Source: an optimization exercise on an open RTL-to-GDS flow (aim: small area, a short achievable clock period and few clock cycles). Production flows keep margins and buffers that such runs may drop. No functional check of the RTL was part of any run shown here. Power and IR drop assume default switching activity.

==> design/flow/config.mk <==
export PLATFORM = sky130hd
export DESIGN_NAME = dot_core
export DESIGN_NICKNAME = dot_core
export VERILOG_FILES = /design/flow/design.v
export SDC_FILE = /design/flow/constraint.sdc
export NUM_CORES = 4
export LEC_CHECK = 0
export ABC_AREA = 1
export CAP_MARGIN = 20
export CORE_MARGIN = 2
export CORE_UTILIZATION = 60
export CTS_BUF_LIST = sky130_fd_sc_hd__clkbuf_16
export CTS_CLUSTER_DIAMETER = 80
export CTS_CLUSTER_SIZE = 30
export PLACE_DENSITY = 0.75
export SLEW_MARGIN = 60
==> design/flow/constraint.sdc <==
create_clock -name core_clock -period 30.0 [get_ports {clk}]
set_input_delay 6.0000 -clock core_clock [delete_from_list [all_inputs] [get_ports {clk}]]
set_output_delay 6.0000 -clock core_clock [all_outputs]
set_load 0.01 [all_outputs]
==> design/flow/design.v <==
module dot_core (
    input  wire        clk,
    input  wire        rst,           
    input  wire        op_valid,
    output wire        op_ready,
    input  wire [4:0]  op,
    input  wire [7:0]  arg_x,         
    input  wire [7:0]  arg_y,         
    input  wire        arg_state,
    input  wire [7:0]  arg_width,
    input  wire [7:0]  arg_height,
    input  wire [7:0]  arg_rows,      
    input  wire [7:0]  arg_addr,
    input  wire [7:0]  arg_data,
    input  wire [15:0] arg_level,     
    input  wire [7:0]  arg_button,
    input  wire [15:0] arg_fps,
    output wire        done,
    output reg         refused,
    output wire [31:0] result,
    output wire [7:0]  spr_addr,
    input  wire [7:0]  spr_data,
    input  wire        in_left,
    input  wire        in_right,
    input  wire [31:0] now_ms,
    output reg         din,
    output reg         sclk,
    output reg         cs_n
);
    localparam [4:0] OP_CLEAR      = 5'h01;
    localparam [4:0] OP_FILL       = 5'h02;
    localparam [4:0] OP_SETPIXEL   = 5'h03;
    localparam [4:0] OP_GETPIXEL   = 5'h04;
    localparam [4:0] OP_DRAWSPRITE = 5'h05;
    localparam [4:0] OP_SENDCMD    = 5'h09;
    localparam [4:0] OP_BEGIN      = 5'h0A;
    localparam [4:0] OP_SHOW       = 5'h0B;
    localparam [4:0] OP_SETBRIGHT  = 5'h0C;
    localparam [4:0] OP_UPDATE     = 5'h10;
    localparam [4:0] OP_PRESSED    = 5'h11;
    localparam [4:0] OP_RELEASED   = 5'h12;
    localparam [4:0] OP_HELD       = 5'h13;
    localparam [4:0] OP_CHORD      = 5'h14;
    localparam [4:0] OP_HOLDTIME   = 5'h15;
    localparam [4:0] OP_WAITFRAME  = 5'h18;
    localparam [4:0] OP_FRAMECOUNT = 5'h19;
    localparam [7:0] INTENSITY_DEFAULT = 8'h08;
    function [15:0] sub16;
        input [15:0] a, b;
        reg [15:0] g, p;
        reg [16:0] c;
        reg [3:0] gg, gp;
        integer k, m;
        begin
            g = a & ~b;
            p = a ^ ~b;
            for (k = 0; k < 4; k = k + 1) begin
                gg[k] = g[4*k+3] | (p[4*k+3] & (g[4*k+2] | (p[4*k+2] & (g[4*k+1] | (p[4*k+1] & g[4*k])))));
                gp[k] = p[4*k+3] & p[4*k+2] & p[4*k+1] & p[4*k];
            end
            c[0] = 1'b1;
            for (k = 0; k < 4; k = k + 1) begin
                for (m = 0; m < 3; m = m + 1)
                    c[4*k+m+1] = g[4*k+m] | (p[4*k+m] & c[4*k+m]);
                c[4*k+4] = gg[k] | (gp[k] & c[4*k]);
            end
            sub16 = p ^ c[15:0];
        end
    endfunction
    function [31:0] inc32;
        input [31:0] a;
        input ci;
        reg [7:0] ga;
        reg [31:0] c;
        integer k, m;
        begin
            for (k = 0; k < 8; k = k + 1) ga[k] = &a[4*k +: 4];
            for (k = 0; k < 8; k = k + 1) begin
                c[4*k] = (k == 0) ? ci : (c[4*k-4] & ga[k-1]);
                for (m = 1; m < 4; m = m + 1) c[4*k+m] = c[4*k+m-1] & a[4*k+m-1];
            end
            inc32 = a ^ c;
        end
    endfunction
    function ge10;
        input [9:0] a, b;
        reg [9:0] gt, eq;
        reg [4:0] gt1, eq1;
        reg [2:0] gt2, eq2;
        reg gt3, eq3;
        integer k;
        begin
            gt = a & ~b;
            eq = ~(a ^ b);
            for (k = 0; k < 5; k = k + 1) begin
                gt1[k] = gt[2*k+1] | (eq[2*k+1] & gt[2*k]);
                eq1[k] = eq[2*k+1] & eq[2*k];
            end
            gt2[0] = gt1[1] | (eq1[1] & gt1[0]);  eq2[0] = eq1[1] & eq1[0];
            gt2[1] = gt1[3] | (eq1[3] & gt1[2]);  eq2[1] = eq1[3] & eq1[2];
            gt2[2] = gt1[4];                       eq2[2] = eq1[4];
            gt3 = gt2[1] | (eq2[1] & gt2[0]);      eq3 = eq2[1] & eq2[0];
            ge10 = gt2[2] | (eq2[2] & (gt3 | eq3));
        end
    endfunction
    function lt8;
        input [7:0] a, b;
        reg [7:0] lt, eq;
        reg [3:0] lt1, eq1;
        reg [1:0] lt2, eq2;
        integer k;
        begin
            lt = ~a & b;
            eq = ~(a ^ b);
            for (k = 0; k < 4; k = k + 1) begin
                lt1[k] = lt[2*k+1] | (eq[2*k+1] & lt[2*k]);
                eq1[k] = eq[2*k+1] & eq[2*k];
            end
            lt2[0] = lt1[1] | (eq1[1] & lt1[0]);  eq2[0] = eq1[1] & eq1[0];
            lt2[1] = lt1[3] | (eq1[3] & lt1[2]);  eq2[1] = eq1[3] & eq1[2];
            lt8 = lt2[1] | (eq2[1] & lt2[0]);
        end
    endfunction
    reg rdy, stall, done_r;
    reg rdy_n;
    wire fire_q_w;
    wire fire_o;
    assign op_ready = rdy | fire_o;
    assign done     = done_r | fire_o;
    wire ready = !stall | fire_q_w;
    wire acc = op_valid & ready;
    reg [7:0]  fb [0:7];
    reg        curr_left, curr_right, last_left, last_right, chord_latch;
    reg [15:0] left_hold_g, right_hold_g;
    reg [15:0] last_sample_ts;
    reg [31:0] last_frame_ts;
    reg [31:0] frame_counter;
    reg [4:0]  op_q;
    reg        state_q;
    reg [7:0]  a_q, b_q;
    reg [3:0]  width_q;       
    reg [7:0]  height_q;
    reg        spr_bad_q;     
    reg  [3:0] res_hi_q;      
    reg [1:0]  btn_q;         
    wire       btn_ok   = (arg_button[7:2] == 6'd0);
    wire       lvl_neg  = arg_level[15];
    wire       lvl_big  = |arg_level[14:4];
    wire [7:0] bright   = lvl_neg ? 8'h00 : lvl_big ? 8'h0F : {4'h0, arg_level[3:0]};
    wire       wide     = (|arg_width[7:4]) | (arg_width[3] & (|arg_width[2:0]));
    wire       spr_step;
    wire       div_step;
    wire       fps_big;
    wire [9:0] d_q;
    wire [3:0] div_n0;
    wire [7:0] b_inc = b_q + 8'd1;
    wire [7:0] h_dec = height_q - 8'd1;
    always @(posedge clk) begin
        if (ready) begin
            op_q      <= op;
            state_q   <= (op[4] | op[3]) ? in_left : arg_state;
            a_q       <= op[3] ? (op[4] ? arg_fps[7:0]  : arg_addr)
                               : (op[4] ? now_ms[7:0]   : arg_x);
            b_q       <= op[3] ? (op[4] ? arg_fps[15:8] : (op[2] ? bright : arg_data))
                               : (op[4] ? now_ms[15:8]  : arg_y);
            width_q   <= (op[4] | op[3]) ? {3'b000, in_right} : arg_width[3:0];
            height_q  <= arg_height;
            spr_bad_q <= wide | lt8(arg_rows, arg_height);
            res_hi_q  <= {op == OP_FRAMECOUNT,
                          op[4] & op[3] & !op[1] & op[0],
                          op[4] & op[3] & !op[2] & op[0],
                          op[4] & op[3] & !op[2] & !op[1] & op[0]};
            btn_q     <= {!(btn_ok & !arg_button[1]), arg_button[0]};
        end else if (spr_step) begin
            b_q      <= b_inc;
            height_q <= h_dec;
        end else if (div_step) begin
            {height_q, btn_q} <= fps_big ? 10'd0 : d_q;
            width_q           <= wf_div ? width_q + 4'd1 : div_n0;
        end else if (wf_wait) begin
            a_q <= now_ms[7:0];
            b_q <= now_ms[15:8];
        end
    end
    reg one_cycle;       
    reg bad_op;
    always @(*) begin
        one_cycle = 1'b0;
        bad_op    = 1'b0;
        case (op)
            OP_CLEAR, OP_FILL, OP_SETPIXEL, OP_UPDATE,
            OP_PRESSED, OP_RELEASED, OP_HELD, OP_CHORD: one_cycle = 1'b1;
            OP_GETPIXEL, OP_DRAWSPRITE, OP_SENDCMD, OP_BEGIN, OP_SHOW,
            OP_SETBRIGHT, OP_HOLDTIME, OP_WAITFRAME, OP_FRAMECOUNT: one_cycle = 1'b0;
            default: begin one_cycle = 1'b1; bad_op = 1'b1; end
        endcase
    end
    wire pend_upd_w = pend && (op_q == OP_UPDATE);
    wire smp_left   = state_q;
    wire smp_right  = width_q[0];
    wire cur_l  = pend_upd_w ? smp_left  : curr_left;
    wire cur_r  = pend_upd_w ? smp_right : curr_right;
    wire lst_l  = pend_upd_w ? curr_left  : last_left;
    wire lst_r  = pend_upd_w ? curr_right : last_right;
    wire latch_now = (smp_left && smp_right) ? 1'b1 :
                     (!smp_left && !smp_right) ? 1'b0 : chord_latch;
    wire latch  = pend_upd_w ? latch_now : chord_latch;
    wire chord_now  = cur_l && cur_r;
    wire chord_last = lst_l && lst_r;
    wire [3:0] q_press = {1'b0, chord_now & !chord_last,
                          cur_r & !lst_r & !cur_l, cur_l & !lst_l & !cur_r};
    wire [3:0] q_rel   = {1'b0, chord_last & !chord_now,
                          lst_r & !cur_r & !latch, lst_l & !cur_l & !latch};
    wire [3:0] q_held  = {1'b0, chord_now, cur_r & !cur_l, cur_l & !cur_r};
    wire [3:0] q_sel   = (op[1:0] == 2'd1) ? q_press :
                         (op[1:0] == 2'd2) ? q_rel : q_held;
    wire [15:0] q_result = {15'h0, op[2] ? chord_now
                                         : (btn_ok & q_sel[arg_button[1:0]])};
    wire [15:0] hold_g  = btn_q[0] ? right_hold_g : left_hold_g;
    wire [15:0] hold_ms = {16{!btn_q[1]}} & sub16(last_sample_ts, hold_g);
    reg [15:0] res_lo;
    assign result = {frame_counter[31:28] & {4{res_hi_q[3]}},
                     frame_counter[27:24] & {4{res_hi_q[2]}},
                     frame_counter[23:20] & {4{res_hi_q[1]}},
                     frame_counter[19:16] & {4{res_hi_q[0]}}, res_lo};
    reg pend;            
    always @(posedge clk) begin
        if (rst) pend <= 1'b0;
        else     pend <= acc;
    end
    wire pend_clear = pend && (op_q == OP_CLEAR || op_q == OP_FILL || op_q == OP_BEGIN);
    wire pend_set   = pend && (op_q == OP_SETPIXEL);
    wire pend_get   = pend && (op_q == OP_GETPIXEL);
    wire pend_hold  = pend && (op_q == OP_HOLDTIME);
    wire pend_fc    = pend && (op_q == OP_FRAMECOUNT);
    wire pend_upd   = pend_upd_w;
    wire pend_begin = pend && (op_q == OP_BEGIN);
    wire pend_cmd   = pend && (op_q == OP_SENDCMD || op_q == OP_SETBRIGHT ||
                               op_q == OP_SHOW || op_q == OP_BEGIN);
    wire pend_wf    = pend && (op_q == OP_WAITFRAME);
    wire in_range = (a_q[7:3] == 5'd0) && (b_q[7:3] == 5'd0);
    wire fill_val = (op_q == OP_FILL) ? state_q : 1'b0;
    reg        tx_act;
    reg [1:0]  tx_part;       
    reg [1:0]  tx_phase;      
    reg [3:0]  tx_bit;
    reg [3:0]  seq_idx;
    wire [3:0] seq_last = (op_q == OP_BEGIN) ? 4'd12 : (op_q == OP_SHOW) ? 4'd7 : 4'd0;
    wire [2:0] rd_row = tx_act ? seq_idx[2:0] : b_q[2:0];
    wire [7:0] fb_row = fb[rd_row];
    wire [2:0] begin_row = seq_idx[2:0] - 3'd5;
    reg [15:0] cmd_word;
    always @(*) begin
        case (op_q)
            OP_SENDCMD:   cmd_word = {a_q, b_q};
            OP_SETBRIGHT: cmd_word = {8'h0A, b_q};
            OP_SHOW:      cmd_word = {4'h0, {1'b0, seq_idx[2:0]} + 4'd1, fb_row};
            default: begin
                case (seq_idx)
                    4'd0: cmd_word = 16'h0F00;
                    4'd1: cmd_word = 16'h0900;
                    4'd2: cmd_word = 16'h0B07;
                    4'd3: cmd_word = {8'h0A, INTENSITY_DEFAULT};
                    4'd4: cmd_word = 16'h0C01;
                    default: cmd_word = {4'h0, {1'b0, begin_row} + 4'd1, 8'h00};
                endcase
            end
        endcase
    end
    wire tx_bit_val = cmd_word[~tx_bit];
    reg        spr_act;
    reg [7:0]  sy;
    assign spr_addr = sy;
    wire spr_skip = spr_bad_q || (height_q == 8'd0) || (width_q == 4'd0) ||
                    (!b_q[7] && (|b_q[6:3])) ||               
                    (!a_q[7] && (|a_q[6:3])) ||               
                    ( a_q[7] && (!(&a_q[6:3]) || (a_q[2:0] == 3'd0)));   
    wire row_ok   = (b_q[7:3] == 5'd0);
    wire spr_wr   = spr_act && !spr_skip && row_ok;
    wire spr_end  = spr_skip || (height_q == 8'd1) || (b_q == 8'd7);
    wire spr_pre  = (height_q == 8'd2) || (b_q == 8'd6);    
    assign spr_step = spr_act && !spr_end;
    wire [2:0] rot_n = a_q[2:0];
    wire [7:0] rot1 = rot_n[0] ? {spr_data[6:0], spr_data[7]} : spr_data;
    wire [7:0] rot2 = rot_n[1] ? {rot1[5:0], rot1[7:6]} : rot1;
    wire [7:0] rot4 = rot_n[2] ? {rot2[3:0], rot2[7:4]} : rot2;
    wire [4:0] x_end = {a_q[3], a_q[3:0]} + {1'b0, width_q};    
    reg  [7:0] col_mask;
    integer wi;
    always @(*)
        for (wi = 0; wi < 8; wi = wi + 1)
            col_mask[wi] = (a_q[7] || (wi >= a_q[2:0])) &&
                           !x_end[4] && (x_end[3:0] > wi);
    wire [7:0] spr_cols = rot4 & col_mask;
    reg        wf_div;        
    reg        wf_wait;       
    reg        wf_arm, win_a_q, win_b_q;
    wire       fire_q = wf_arm && !win_a_q && !win_b_q;
    reg        wf_arm_o, win_a_o, win_b_o;
    assign     fire_o = wf_arm_o && !win_a_o && !win_b_o;
    assign fire_q_w = fire_q;
    wire [10:0] div_r = res_lo[10:0];
    wire [9:0]  div_q = {height_q, btn_q};
    wire [3:0]  div_n = width_q;
    wire [15:0] fps_full = {b_q, a_q};
    wire [9:0]  fps_lo   = fps_full[9:0];
    wire        fps_zero = (fps_full == 16'd0);
    assign      fps_big  = (|fps_full[15:10]) ||
                           ((&fps_full[9:5]) && (fps_full[4] || (fps_full[3] && (|fps_full[2:0]))));
    wire        f_ge32 = |fps_lo[9:5];
    wire        f_ge16 = fps_lo[4];
    wire [10:0] dr_0   = f_ge32 ? 11'd31  : f_ge16 ? 11'd15  : 11'd0;
    wire [9:0]  dq_0   = f_ge32 ? 10'd256 : f_ge16 ? 10'd640 : 10'd1000;
    assign      div_n0 = f_ge32 ? 4'd6    : f_ge16 ? 4'd5    : 4'd1;
    wire [10:0] dr_in = wf_div ? div_r : dr_0;
    wire [9:0]  dq_in = wf_div ? div_q : dq_0;
    wire [10:0] d_t   = {dr_in[9:0], dq_in[9]};
    reg  [11:0] d_bw;
    reg  [10:0] d_diff;
    integer di;
    always @(*) begin
        d_bw[0] = 1'b0;
        for (di = 0; di < 11; di = di + 1) begin
            d_diff[di]  = d_t[di] ^ (di < 10 ? fps_lo[di] : 1'b0) ^ d_bw[di];
            d_bw[di+1]  = (!d_t[di] & ((di < 10 ? fps_lo[di] : 1'b0) | d_bw[di])) |
                          ((di < 10 ? fps_lo[di] : 1'b0) & d_bw[di]);
        end
    end
    wire        d_ge  = !d_bw[11];
    wire [10:0] d_r   = d_ge ? d_diff : d_t;
    assign      d_q   = {dq_in[8:0], d_ge};
    assign      div_step = (pend_wf && !fps_zero) || wf_div;
    reg  [10:0] tl_sum;
    reg  [10:0] tl_c;
    integer ti;
    always @(*) begin
        tl_c[0] = 1'b0;
        for (ti = 0; ti < 10; ti = ti + 1) begin
            tl_sum[ti] = last_frame_ts[ti] ^ div_q[ti] ^ tl_c[ti];
            tl_c[ti+1] = (last_frame_ts[ti] & div_q[ti]) | (tl_c[ti] & (last_frame_ts[ti] ^ div_q[ti]));
        end
        tl_sum[10] = tl_c[10];
    end
    wire        win_cross = tl_sum[10];
    reg  [21:0] hi_flip;
    integer fi;
    always @(*) begin
        hi_flip[0] = 1'b1;
        for (fi = 1; fi < 22; fi = fi + 1) hi_flip[fi] = hi_flip[fi-1] & last_frame_ts[fi+9];
    end
    wire [21:0] hi_x   = now_ms[31:10] ^ last_frame_ts[31:10];
    wire        eq_a   = (hi_x == 22'd0);
    wire        eq_b   = (hi_x == hi_flip);
    wire        ge_ll  = ge10(now_ms[9:0], last_frame_ts[9:0]);
    wire        lt_tl  = !ge10(now_ms[9:0], tl_sum[9:0]);
    wire        win_a  = eq_a & ge_ll & (win_cross | lt_tl);
    wire        win_b  = win_cross & eq_b & lt_tl;
    wire [31:0] fc_inc = inc32(frame_counter, fire_q);
    wire       fb_wdata = pend_clear ? fill_val : (pend_set ? state_q : 1'b1);
    wire       row_any  = (pend_set && in_range) || spr_wr;
    wire [7:0] row_sel  = {8{pend_clear}} | ({8{row_any}} & (8'd1 << b_q[2:0]));
    wire [7:0] col_sel  = {8{pend_clear}} | (pend_set ? (8'd1 << a_q[2:0]) : spr_cols);
    wire [7:0] row_set  = row_sel & {8{fb_wdata}};
    wire [7:0] row_clr  = row_sel & {8{!fb_wdata}};
    integer i, j;
    always @(posedge clk) begin
        for (i = 0; i < 8; i = i + 1)
            for (j = 0; j < 8; j = j + 1)
                fb[i][j] <= (fb[i][j] & !(row_clr[i] & col_sel[j])) | (row_set[i] & col_sel[j]);
    end
    always @(posedge clk) begin
        done_r <= 1'b0;
        rdy_n   = rdy;
        if (fire_q) rdy_n = 1'b1;
        if (pend_get || pend_hold || pend_fc) begin
            done_r    <= 1'b1;
            refused <= 1'b0;
            res_lo  <= pend_get  ? {15'h0, in_range & fb_row[a_q[2:0]]} :
                       pend_hold ? hold_ms : frame_counter[15:0];
            rdy_n      = 1'b1;
        end
        if (pend_upd) begin
            last_left      <= curr_left;
            last_right     <= curr_right;
            curr_left      <= smp_left;
            curr_right     <= smp_right;
            chord_latch    <= latch_now;
            last_sample_ts <= {b_q, a_q};
            if (!smp_left)  left_hold_g  <= {b_q, a_q};
            if (!smp_right) right_hold_g <= {b_q, a_q};
        end
        if (pend_begin) begin
            curr_left   <= smp_left;
            curr_right  <= smp_right;
            last_left   <= smp_left;
            last_right  <= smp_right;
            chord_latch <= latch_now;
        end
        if (spr_act) begin
            if (spr_end) begin
                spr_act <= 1'b0;
                sy      <= 8'h0;
                if (spr_skip || sy == 8'd0) begin
                    done_r    <= 1'b1;
                    refused <= spr_bad_q;
                    rdy_n      = 1'b1;
                end
            end else begin
                sy <= sy + 8'd1;
                if (spr_pre) begin
                    done_r    <= 1'b1;
                    refused <= 1'b0;
                    rdy_n      = 1'b1;
                end
            end
        end
        if (acc) begin
            rdy_n      = one_cycle;
            done_r    <= one_cycle;
            refused <= bad_op;
            res_lo  <= q_result;
            if (op == OP_DRAWSPRITE) spr_act <= 1'b1;
        end
        if (pend_cmd) begin
            cs_n     <= 1'b0;
            tx_act   <= 1'b1;
            tx_part  <= 2'd0;
            tx_phase <= 2'd0;
            tx_bit   <= 4'd0;
            seq_idx  <= 4'd0;
        end else if (tx_act) begin
            if (tx_part == 2'd0) begin
                case (tx_phase)
                    2'd0: begin
                        sclk     <= 1'b0;
                        tx_phase <= 2'd1;
                    end
                    2'd1: begin
                        din      <= tx_bit_val;
                        tx_phase <= 2'd2;
                    end
                    default: begin
                        sclk     <= 1'b1;
                        tx_phase <= 2'd0;
                        tx_bit   <= tx_bit + 4'd1;
                        if (tx_bit == 4'd15) tx_part <= 2'd1;
                    end
                endcase
            end else if (tx_part == 2'd1) begin
                cs_n <= 1'b1;
                if (seq_idx == seq_last) begin
                    tx_act  <= 1'b0;
                    done_r    <= 1'b1;
                    refused <= 1'b0;
                    rdy_n      = 1'b1;
                end else begin
                    tx_part <= 2'd2;
                    seq_idx <= seq_idx + 4'd1;
                end
            end else begin
                cs_n    <= 1'b0;
                tx_part <= 2'd0;
            end
        end
        if (pend_wf) begin
            if (fps_zero) begin
                done_r    <= 1'b1;
                refused <= 1'b1;
                rdy_n      = 1'b1;
            end else if (fps_big) begin
                wf_wait <= 1'b1;
            end else begin
                res_lo[10:0] <= d_r;
                wf_div       <= 1'b1;
            end
        end
        if (wf_div) begin
            res_lo[10:0] <= d_r;
            if (div_n == 4'd9) begin
                wf_div  <= 1'b0;
                wf_wait <= 1'b1;
            end
        end
        wf_arm  <= wf_wait && !fire_q;
        win_a_q <= win_a;
        win_b_q <= win_b;
        wf_arm_o <= wf_wait && !fire_o;
        win_a_o  <= wf_wait && win_a;
        win_b_o  <= wf_wait && win_b;
        if (wf_wait && !fire_q) res_lo <= now_ms[31:16];
        if (fire_q) last_frame_ts <= {res_lo, b_q, a_q};
        frame_counter <= fc_inc;
        if (fire_q) wf_wait <= 1'b0;
        if (rst) begin
            rdy_n           = 1'b1;
            done_r         <= 1'b0;
            curr_left      <= 1'b0;
            curr_right     <= 1'b0;
            last_left      <= 1'b0;
            last_right     <= 1'b0;
            chord_latch    <= 1'b0;
            left_hold_g    <= 16'h0;
            right_hold_g   <= 16'h0;
            last_sample_ts <= 16'h0;
            last_frame_ts  <= 32'h0;
            frame_counter  <= 32'h0;
            spr_act        <= 1'b0;
            sy             <= 8'h0;
            tx_act         <= 1'b0;
            wf_div         <= 1'b0;
            wf_wait        <= 1'b0;
            wf_arm         <= 1'b0;
            wf_arm_o       <= 1'b0;
            din            <= 1'b0;
            sclk           <= 1'b1;
            cs_n           <= 1'b1;
        end
        rdy   <= rdy_n;
        stall <= !rdy_n;
    end
endmodule
==> design/flow/flow/run.sh <==
#!/bin/bash
# The standard layout, with a plain buffer cell on every input and output
# port in place of the delay cell that buffer_ports picks by default.
set -euo pipefail
export BUFFER_PORTS_ARGS="-buffer_cell sky130_fd_sc_hd__buf_1"
bash standard.sh > standard.log 2>&1
==> design/flow/standard.sh <==
#!/bin/bash
# synth_recipe.tcl (not shown) runs the flow's synth.tcl, then flattens the netlist and writes it again
# the make line also repeats each setting of config.mk as NAME=value (left out here)
make -C /OpenROAD-flow-scripts/flow DESIGN_CONFIG=/design/flow/config.mk WORK_HOME=/design/flow/orfs CLKGATE_MAP_FILE= SYNTH_SCRIPT=/design/flow/synth_recipe.tcl "${@:-finish}"
==> impl_metrics.py, run 1 <==
metrics = {
    "outcome": {
        "status": "no timing/DRC/antenna violations",
    },
    "power": {
        "power.switching_mw": 0.399,
        "sw_frac_of_total_pct": 38.3,
        "clock_power_share_pct": 24.3,
        "power_leakage_nw": 8.41,
        "cell_internal_pwr_mw": 0.642,
        "power-per-cell-area_nw_per_um2": 55.0,
        "worst_ir_drop_vdd_mv": 0.0494,
        "p_seq_share_pct": 45.5,
        "part_of_the_power_in_combinational_logic_pct": 30.2,
    },
    "final_layout": {
        "final-seq-area_um2": 5990,
        "layout.cell_area.non_filler_um2": 18900,
        "mostFrequentLayoutCell": "sky130_fd_sc_hd__nand2_1",
        "fin_nets": 2799,
        "n_antenna_cell": 0,
        "fill_cells": 2618,
        "multi_input_comb_area_um2": 9960,
        "layout.cells.most_common_list": "sky130_fd_sc_hd__nand2_1, sky130_fd_sc_hd__o21ai_0, sky130_fd_sc_hd__inv_1",
        "drive_above_1_share_pct": 6.10,
        "layout-area-overhead-vs-synth_pct": 9.43,
    },
    "route": {
        "route.final.wire_length_um": 57500,
        "ant_nets": 0,
        "avgViaCountPerCell": 5.96,
        "routed_wire_length_per_instance_um": 19.7,
        "routed-via-count": 17400,
        "first_iter_violations": 2040,
        "drc_errors": 0,
        "drt_first_pass_iters": 9,
    },
    "sta": {
        "finalCritPeriodShare_pct": 25.4,
        "fmax_mhz": 131,
        "final.setup.tns_ps": 0,
        "slew_headroom_pct": 61.7,
        "rsz_0062_raised_after_global_routing": "false",
        "hold_viol": 0,
        "timing_max_transition_violations_final": 0,
        "setup_viol": 0,
        "period_minus_slack_ps": 7610,
        "worstMarginPinSlew_ps": 574,
        "setup_ws_ps": 22390,
        "clock_skew_ps": 31.3,
    },
    "placement": {
        "io_buffer_count": 192,
        "preCtsSetupSlack_ps": 22150,
        "place.gp.congestion": 1.03,
        "detailed_place_hpwl_um": 44200,
        "dpl-instance-area_um2": 18300,
    },
    "clock_network": {
        "cts_buffer_depth": 3,
        "cts_hold_bufs": 0,
        "post_cts_resized": 0,
        "tritoncts": "done",
        "cts.root.buffer_cell": "sky130_fd_sc_hd__clkbuf_16",
        "cts.sink_count": 276,
        "cts.reportedPaths.clkPinSlew_ps": 100,
        "cts_buffers": 16,
        "cts.repair_timing.setup_buffer_count": 0,
        "worst_skew_pair.late_latency_ps": 520,
        "cts_htree_levels": 1,
    },
    "global_route": {
        "groute.layer.met2.usage_pct": 58.7,
        "gr-usage-met3_pct": 7.24,
        "first_global_vias": 16300,
        "maximum_number_of_pins_on_one_net_before_global_route_repair": 75,
        "grt_pass1_wl_um": 88700,
        "met1_usage_pct": 50.5,
        "antenna_found_initial": 0,
        "gr-max-usage-layer": "met2",
        "grt_overall_usage_pct": 37.1,
        "grt_overflow_total": 0,
    },
    "hold_path": {
        "timing.hold.worst_path_depth": 2,
        "min-delay-path-class": "reg -> reg",
    },
    "floorplan": {
        "core_area_um2": 28500,
        "floorplan.die.width_um": 174,
        "initial_core_utilization_pct": 60.6,
        "io-pin-count": 193,
        "die-height_um": 174,
        "die_outline_area_um2": 30200,
        "floorplan.rows": 62,
    },
    "yosys": {
        "syn_area_per_cell_um2": 7.26,
        "yosys_warnings": 2,
        "netlist_instances": 2380,
        "postSynth.topFlopCell": "sky130_fd_sc_hd__dfxtp_1",
        "post_synth_num_cell_types": 67,
        "mappedNetlistNets": 2647,
        "syn_area_um2": 17300,
        "number_of_enable_flip_flop_cells_after_synthesis": 46,
        "postSynthRegisterBits": 276,
        "ys_async_sr_fraction_pct": 0,
        "yosysSeqAreaShare_pct": 34.6,
    },
    "critical_path": {
        "worst_setup_path_start_kind": "flip-flop",
        "critical_path_arrival_ps": 1610,
        "worst-endpoint-required_ps": 24000,
        "crit_type": "reg -> out",
        "critical_path.endpoint_type": "output pin",
        "critical_path.max_fanout": 3,
        "worstRegToRegCells": 22,
    },
    "run": {
        "drv_cap": 0,
    },
}
==> layer usage <==
| metal | vias to the layer above | wire length (um) |
|---|---|---|
| li1 | 8228 | - |
| met1 | 8094 | 23700 |
| met2 | 970 | 25300 |
| met3 | 147 | 6020 |
| met4 | 0 | 2430 |
| met5 | - | 0 |
==> power by group through the flow <==
stage / Clock [mW] / Combinational (mW) / Sequential [mW]
global placement: 0 / 0.290 / 0.483
detailed placement: 0 / 0.303 / 0.481
CTS: 0.254 / 0.304 / 0.473
floorplan: 0 / 0.214 / 0.465
global route: 0.267 / 0.350 / 0.479
finish: 0.253 / 0.315 / 0.474
==> through the flow <==
step                std cells  hold WS [ps]  utilization (%)  total power [mW]
finish                   2926           465             66.3              1.04
global route             2926           489             66.3              1.10
CTS                      2924           463             66.2              1.03
detailed placement       2896           442             64.2             0.784
global placement         2888           432             63.9             0.773
floorplan                2380           420                -             0.678
==> worst paths after layout <==
path / startpoint / end / slack, ps
worst max-delay path: win_a_o / op_ready / 22390
worst min-delay path: fb[3][7] / fb[3][7] / 470
worst max register to register: b_q[1] / res_lo[5] / 23540
worst min register to register: fb[3][7] / fb[3][7] / 470
==> registers in the layout, indices dropped and copies added, names as in the netlist, 16 cells and up <==
signal,flops
left_hold_g,16
fb,64
frame_counter,32
res_lo,16
right_hold_g,16
last_frame_ts,32
last_sample_ts,16
==> kinds of logic after synthesis <==
| family | synth area share [%] |
|---|---|
| fa+ha+maj | 9.99 |
| compound gates | 17.8 |
| flops | 34.6 |
| mux | 1.17 |
| buf+inv | 8.13 |
| xor+xnor | 2.84 |
| simple gates | 25.4 |
==> worst max-delay path: stages, from the launching register on <==
cell                      delay (ps)
sky130_fd_sc_hd__dfxtp_1         310
sky130_fd_sc_hd__or3b_2          500
sky130_fd_sc_hd__nand2_1         130
sky130_fd_sc_hd__buf_1           170
==> synthesized netlist by cell type, types with 12 or more instances <==
| library cell | number | area [um^2] |
|---|---|---|
| sky130_fd_sc_hd__nand2_1 | 548 | 2060 |
| sky130_fd_sc_hd__inv_1 | 257 | 965 |
| sky130_fd_sc_hd__o21ai_0 | 257 | 1290 |
| sky130_fd_sc_hd__dfxtp_1 | 230 | 4600 |
| sky130_fd_sc_hd__nor2_1 | 215 | 807 |
| sky130_fd_sc_hd__a21oi_1 | 155 | 776 |
| sky130_fd_sc_hd__nand3_1 | 97 | 485 |
| sky130_fd_sc_hd__ha_1 | 90 | 1130 |
| sky130_fd_sc_hd__clkbuf_1 | 55 | 206 |
| sky130_fd_sc_hd__nand4_1 | 49 | 307 |
| sky130_fd_sc_hd__edfxtp_1 | 46 | 1380 |
| sky130_fd_sc_hd__xor2_1 | 35 | 307 |
| sky130_fd_sc_hd__fa_1 | 30 | 601 |
| sky130_fd_sc_hd__nor3_1 | 27 | 135 |
| sky130_fd_sc_hd__o211ai_1 | 21 | 158 |
| sky130_fd_sc_hd__xnor2_1 | 21 | 184 |
| sky130_fd_sc_hd__mux2i_1 | 18 | 180 |
| sky130_fd_sc_hd__nand2_2 | 18 | 113 |
| sky130_fd_sc_hd__or2_2 | 16 | 100 |
| sky130_fd_sc_hd__inv_2 | 14 | 52.6 |
| sky130_fd_sc_hd__o221ai_1 | 13 | 114 |
| sky130_fd_sc_hd__o22ai_1 | 12 | 75.1 |
==> area by class of cell <==
type                            instances  share of cell area [%]
Multi-Input combinational cell       1748                    52.6
Inverter                              275                    5.47
Clock buffer                           17                    2.25
Tap cell                              384                    2.54
Timing Repair Buffer                  215                    4.76
Clock inverter                         11                   0.694
Sequential cell                       276                    31.6
==> run 2: changes to the inputs <==
--- a/design/flow/config.mk
+++ b/design/flow/config.mk
@@ -8,9 +8,9 @@
 export ABC_AREA = 1
 export CAP_MARGIN = 20
 export CORE_MARGIN = 2
-export CORE_UTILIZATION = 60
+export CORE_UTILIZATION = 55
 export CTS_BUF_LIST = sky130_fd_sc_hd__clkbuf_16
 export CTS_CLUSTER_DIAMETER = 80
-export CTS_CLUSTER_SIZE = 30
-export PLACE_DENSITY = 0.75
-export SLEW_MARGIN = 60
+export CTS_CLUSTER_SIZE = 24
+export PLACE_DENSITY = 0.7
+export SLEW_MARGIN = 75
==> run 2 against run 1 <==
- cell area grew 2.5%
- largest cell class unchanged
- cell count increased by 1.4%
- synthesized cell count unchanged
- sequential power is essentially flat
- still clean
- first-iteration DRC count is 4.8% lower
- wire length up 2.4%
- clock power grew 3%
- non-clock buffer count increased by 29
==> impl_metrics.py, run 2 <==
metrics = {
    "placement": {
        "place.detailed.instances": 2935,
        "detailed_place_hpwl_um": 45900,
        "io_buffer_count": 192,
        "preCtsSetupSlack_ps": 22200,
        "place.gp.congestion": 1.03,
    },
    "sta": {
        "worstMarginPinSlew_ps": 386,
        "setup_ws_ps": 22460,
        "setup_viol": 0,
        "worst_hold_slack_ps": 459,
        "clock_skew_ps": 26.6,
        "timing_max_transition_violations_final": 0,
        "rsz_0062_raised_after_global_routing": "false",
        "fmax_mhz": 133,
        "final.setup.tns_ps": 0,
        "hold_viol": 0,
        "slew_headroom_pct": 74.2,
        "period_minus_slack_ps": 7540,
        "finalCritPeriodShare_pct": 25.1,
    },
    "yosys": {
        "ys_async_sr_fraction_pct": 0,
        "syn_area_per_cell_um2": 7.26,
        "yosys.area.top_type_share_pct": 26.6,
        "yosysSeqAreaShare_pct": 34.6,
        "mappedNetlistNets": 2647,
        "post_synth_main_area_contributors": "sky130_fd_sc_hd__dfxtp_1, sky130_fd_sc_hd__nand2_1, sky130_fd_sc_hd__edfxtp_1, sky130_fd_sc_hd__o21ai_0, sky130_fd_sc_hd__ha_1",
        "syn_area_um2": 17300,
        "number_of_enable_flip_flop_cells_after_synthesis": 46,
        "postSynthRegisterBits": 276,
        "post_synth_num_cell_types": 67,
        "synth.cells.most_frequent": "sky130_fd_sc_hd__nand2_1, sky130_fd_sc_hd__inv_1, sky130_fd_sc_hd__o21ai_0",
        "synth_most_common_cell": "sky130_fd_sc_hd__nand2_1",
        "yosys.area.top_type": "sky130_fd_sc_hd__dfxtp_1",
        "postSynth.topFlopCell": "sky130_fd_sc_hd__dfxtp_1",
        "netlist_instances": 2380,
        "yosys_warnings": 2,
    },
    "clock_network": {
        "tritoncts": "done",
        "cts.sink_count": 276,
        "cts.repair_timing.setup_buffer_count": 0,
        "post_cts_resized": 0,
        "cts.root.buffer_cell": "sky130_fd_sc_hd__clkbuf_16",
        "cts_buffers": 17,
        "cts_hold_bufs": 0,
        "cts_htree_levels": 1,
        "cts_buffer_depth": 3,
        "cts.reportedPaths.clkPinSlew_ps": 90,
        "worst_skew_pair.late_latency_ps": 530,
    },
    "global_route": {
        "maximum_number_of_pins_on_one_net_before_global_route_repair": 45,
        "antenna_found_initial": 0,
        "first_global_vias": 16100,
        "grt_overall_usage_pct": 35.3,
        "grt_overflow_total": 0,
        "grt_pass1_wl_um": 90800,
    },
    "power": {
        "power_leakage_nw": 8.62,
        "worst_ir_drop_vdd_mv": 0.0364,
        "power-per-cell-area_nw_per_um2": 54.8,
    },
    "critical_path": {
        "critical_path.endpoint_type": "output pin",
        "r2r_start": "a_q[7]",
        "worst_setup_path_start_kind": "flip-flop",
        "worst-r2r-setup-slack_ps": 23410,
        "crit_type": "reg -> out",
        "cp_top_family": "simple AND/OR/NAND/NOR gates",
        "critical_path.max_fanout": 3,
        "worstRegToRegCells": 24,
        "slowest_stage": "sky130_fd_sc_hd__or3b_2",
        "timing.critical_path.buf_inv": 1,
        "worst-endpoint-required_ps": 24000,
        "critical_path.max_stage_delay_ps": 490,
        "crit_path_cell_trace": "or3b_2, nand2_1, buf_1",
        "critical_path_arrival_ps": 1540,
        "critical_path.reg2reg.endpoint": "res_lo[5]",
    },
    "route": {
        "routed_wire_length_per_instance_um": 19.8,
        "drt_first_pass_iters": 5,
        "routed-via-count": 17300,
        "avgViaCountPerCell": 5.83,
        "first_iter_violations": 1942,
        "ant_nets": 0,
        "route.final.wire_length_um": 58900,
        "drc_errors": 0,
    },
    "hold_path": {
        "timing.hold.worst_path_depth": 2,
        "whs_endpoint": "fb[7][3]",
        "min-delay-path-class": "reg -> reg",
        "hold_start": "fb[7][3]",
    },
    "floorplan": {
        "core_area_um2": 30700,
        "io-pin-count": 193,
        "floorplan.die.width_um": 181,
        "die_outline_area_um2": 32900,
        "floorplan.rows": 64,
        "initial_core_utilization_pct": 56.2,
        "die-height_um": 181,
    },
    "final_layout": {
        "fin_nets": 2829,
        "largest_register_ffs": 64,
        "largestRegisters": "fb (64), frame_counter (32), last_frame_ts (32)",
        "drive_above_1_share_pct": 8.79,
        "fill_cells": 2884,
        "n_antenna_cell": 0,
        "final-seq-area_um2": 6000,
        "multi_input_comb_area_um2": 10200,
        "regMostFlops": "fb",
        "layout.cells.most_common_list": "sky130_fd_sc_hd__nand2_1, sky130_fd_sc_hd__o21ai_0, sky130_fd_sc_hd__inv_1",
        "layout-area-overhead-vs-synth_pct": 12.2,
        "mostFrequentLayoutCell": "sky130_fd_sc_hd__nand2_1",
        "layoutNonFillerInstCount": 2968,
    },
    "run": {
        "drv_cap": 0,
    },
    "outcome": {
        "status": "no timing/DRC/antenna violations",
    },
}
-- run 2: cell counts after synthesis --
No cell type changed its count.
-- run 2: metrics by stage --
step | total power [mW] | utilization, % | instance area, um^2
after floorplan | 0.678 | - | 17300
after global placement | 0.776 | 59.3 | 18200
after detailed placement | 0.797 | 61.0 | 18800
after CTS | 1.05 | 62.8 | 19300
after global routing | 1.11 | 63.1 | 19400
final | 1.06 | 63.1 | 19400
-- run 2: logic make-up after synthesis --
logic type                 count (synthesis)  synth area share, %
xor gates and xnor gates                  56                 2.84
AOI/OAI and AO/OA                        537                 17.8
buffers and inverters                    356                 8.13
DFF                                      276                 34.6
adders and majority gates                120                 9.99
muxes                                     20                 1.17
and+or+nand+nor                         1015                 25.4
-- run 2: worst reg2reg max path, cell delays in order (launching register included) --
cell	delay, ps
sky130_fd_sc_hd__edfxtp_1	490
sky130_fd_sc_hd__buf_2	230
sky130_fd_sc_hd__buf_2	180
sky130_fd_sc_hd__inv_2	210
sky130_fd_sc_hd__nand4_1	160
sky130_fd_sc_hd__nor2_1	300
sky130_fd_sc_hd__a21oi_1	100
sky130_fd_sc_hd__ha_1	220
sky130_fd_sc_hd__fa_1	440
sky130_fd_sc_hd__fa_1	430
sky130_fd_sc_hd__fa_1	450
sky130_fd_sc_hd__fa_1	410
sky130_fd_sc_hd__inv_1	90
sky130_fd_sc_hd__fa_1	160
sky130_fd_sc_hd__inv_1	60
sky130_fd_sc_hd__fa_1	430
sky130_fd_sc_hd__fa_1	450
sky130_fd_sc_hd__fa_1	430
sky130_fd_sc_hd__fa_1	390
sky130_fd_sc_hd__inv_1	80
sky130_fd_sc_hd__a21oi_1	40
sky130_fd_sc_hd__buf_4	210
sky130_fd_sc_hd__mux2_2	290
sky130_fd_sc_hd__o21ai_0	140
sky130_fd_sc_hd__o21ai_0	80
-- run 2: where the power goes --
group          switching [mW]  total (mW)  internal, mW
clock                   0.143       0.260         0.117
combinational           0.223       0.331         0.108
sequential             0.0408       0.471         0.430
-- run 2: per-layer routing --
layer / vias to the layer above / GRT usage [%] / wire (um)
li1: 8291 / - / -
met1: 8086 / 48.9 / 25200
met2: 814 / 55.6 / 26000
met3: 117 / 6.77 / 5650
met4: 0 / 11.3 / 1970
met5: - / 0 / 0
-- run 2: worst max-delay path by stage --
| stage | startpoint | end | slack (ps) | cells past startpoint |
|---|---|---|---|---|
| after floorplan | spr_data[1] | fb[3][0] | 22720 | 11 |
| after global placement | op[3] | width_q[0] | 21960 | 6 |
| after detailed placement | spr_data[1] | fb[6][6] | 22200 | 11 |
| after CTS | win_a_o | op_ready | 22450 | 3 |
| after global routing | wf_arm_o | done | 22420 | 3 |
| final | win_a_o | op_ready | 22460 | 3 |
-- run 2: layout make-up --
class | instances | area share, %
Clock buffer | 17 | 2.19
Timing Repair Buffer | 244 | 5.84
Inverter | 275 | 5.46
Multi-Input combinational cell | 1748 | 52.4
Clock inverter | 12 | 0.600
Tap cell | 396 | 2.55
Sequential cell | 276 | 30.9

## re-timing with driven ports
The flow's constraints put no driver on any port. The routed layouts listed below were extracted and timed again, unchanged, in two steps.
Step 1, drivers: a clkbuf_16 drives clk and a buf_2 each remaining input, both assumed.
Step 2 also shifts input and output timing later by t, the mid clock arrival at the registers, as if the neighbouring blocks saw the same clock.
Slacks: ideal / step 1 / step 2; pairs: ideal / step 1.
run	shift t [ns]	setup WS [ns]	hold WS [ns]
run 1	0.562	22.388 / 22.333 / 22.058	0.465 / 0.465 / 0.465
run 2	0.576	22.456 / 22.401 / 22.150	0.459 / 0.459 / 0.459
After both steps setup and hold are still met in every run listed. For run 1, which loses most, drivers alone change the setup slack by -0.055 ns; drivers and shift together by -0.330 ns.
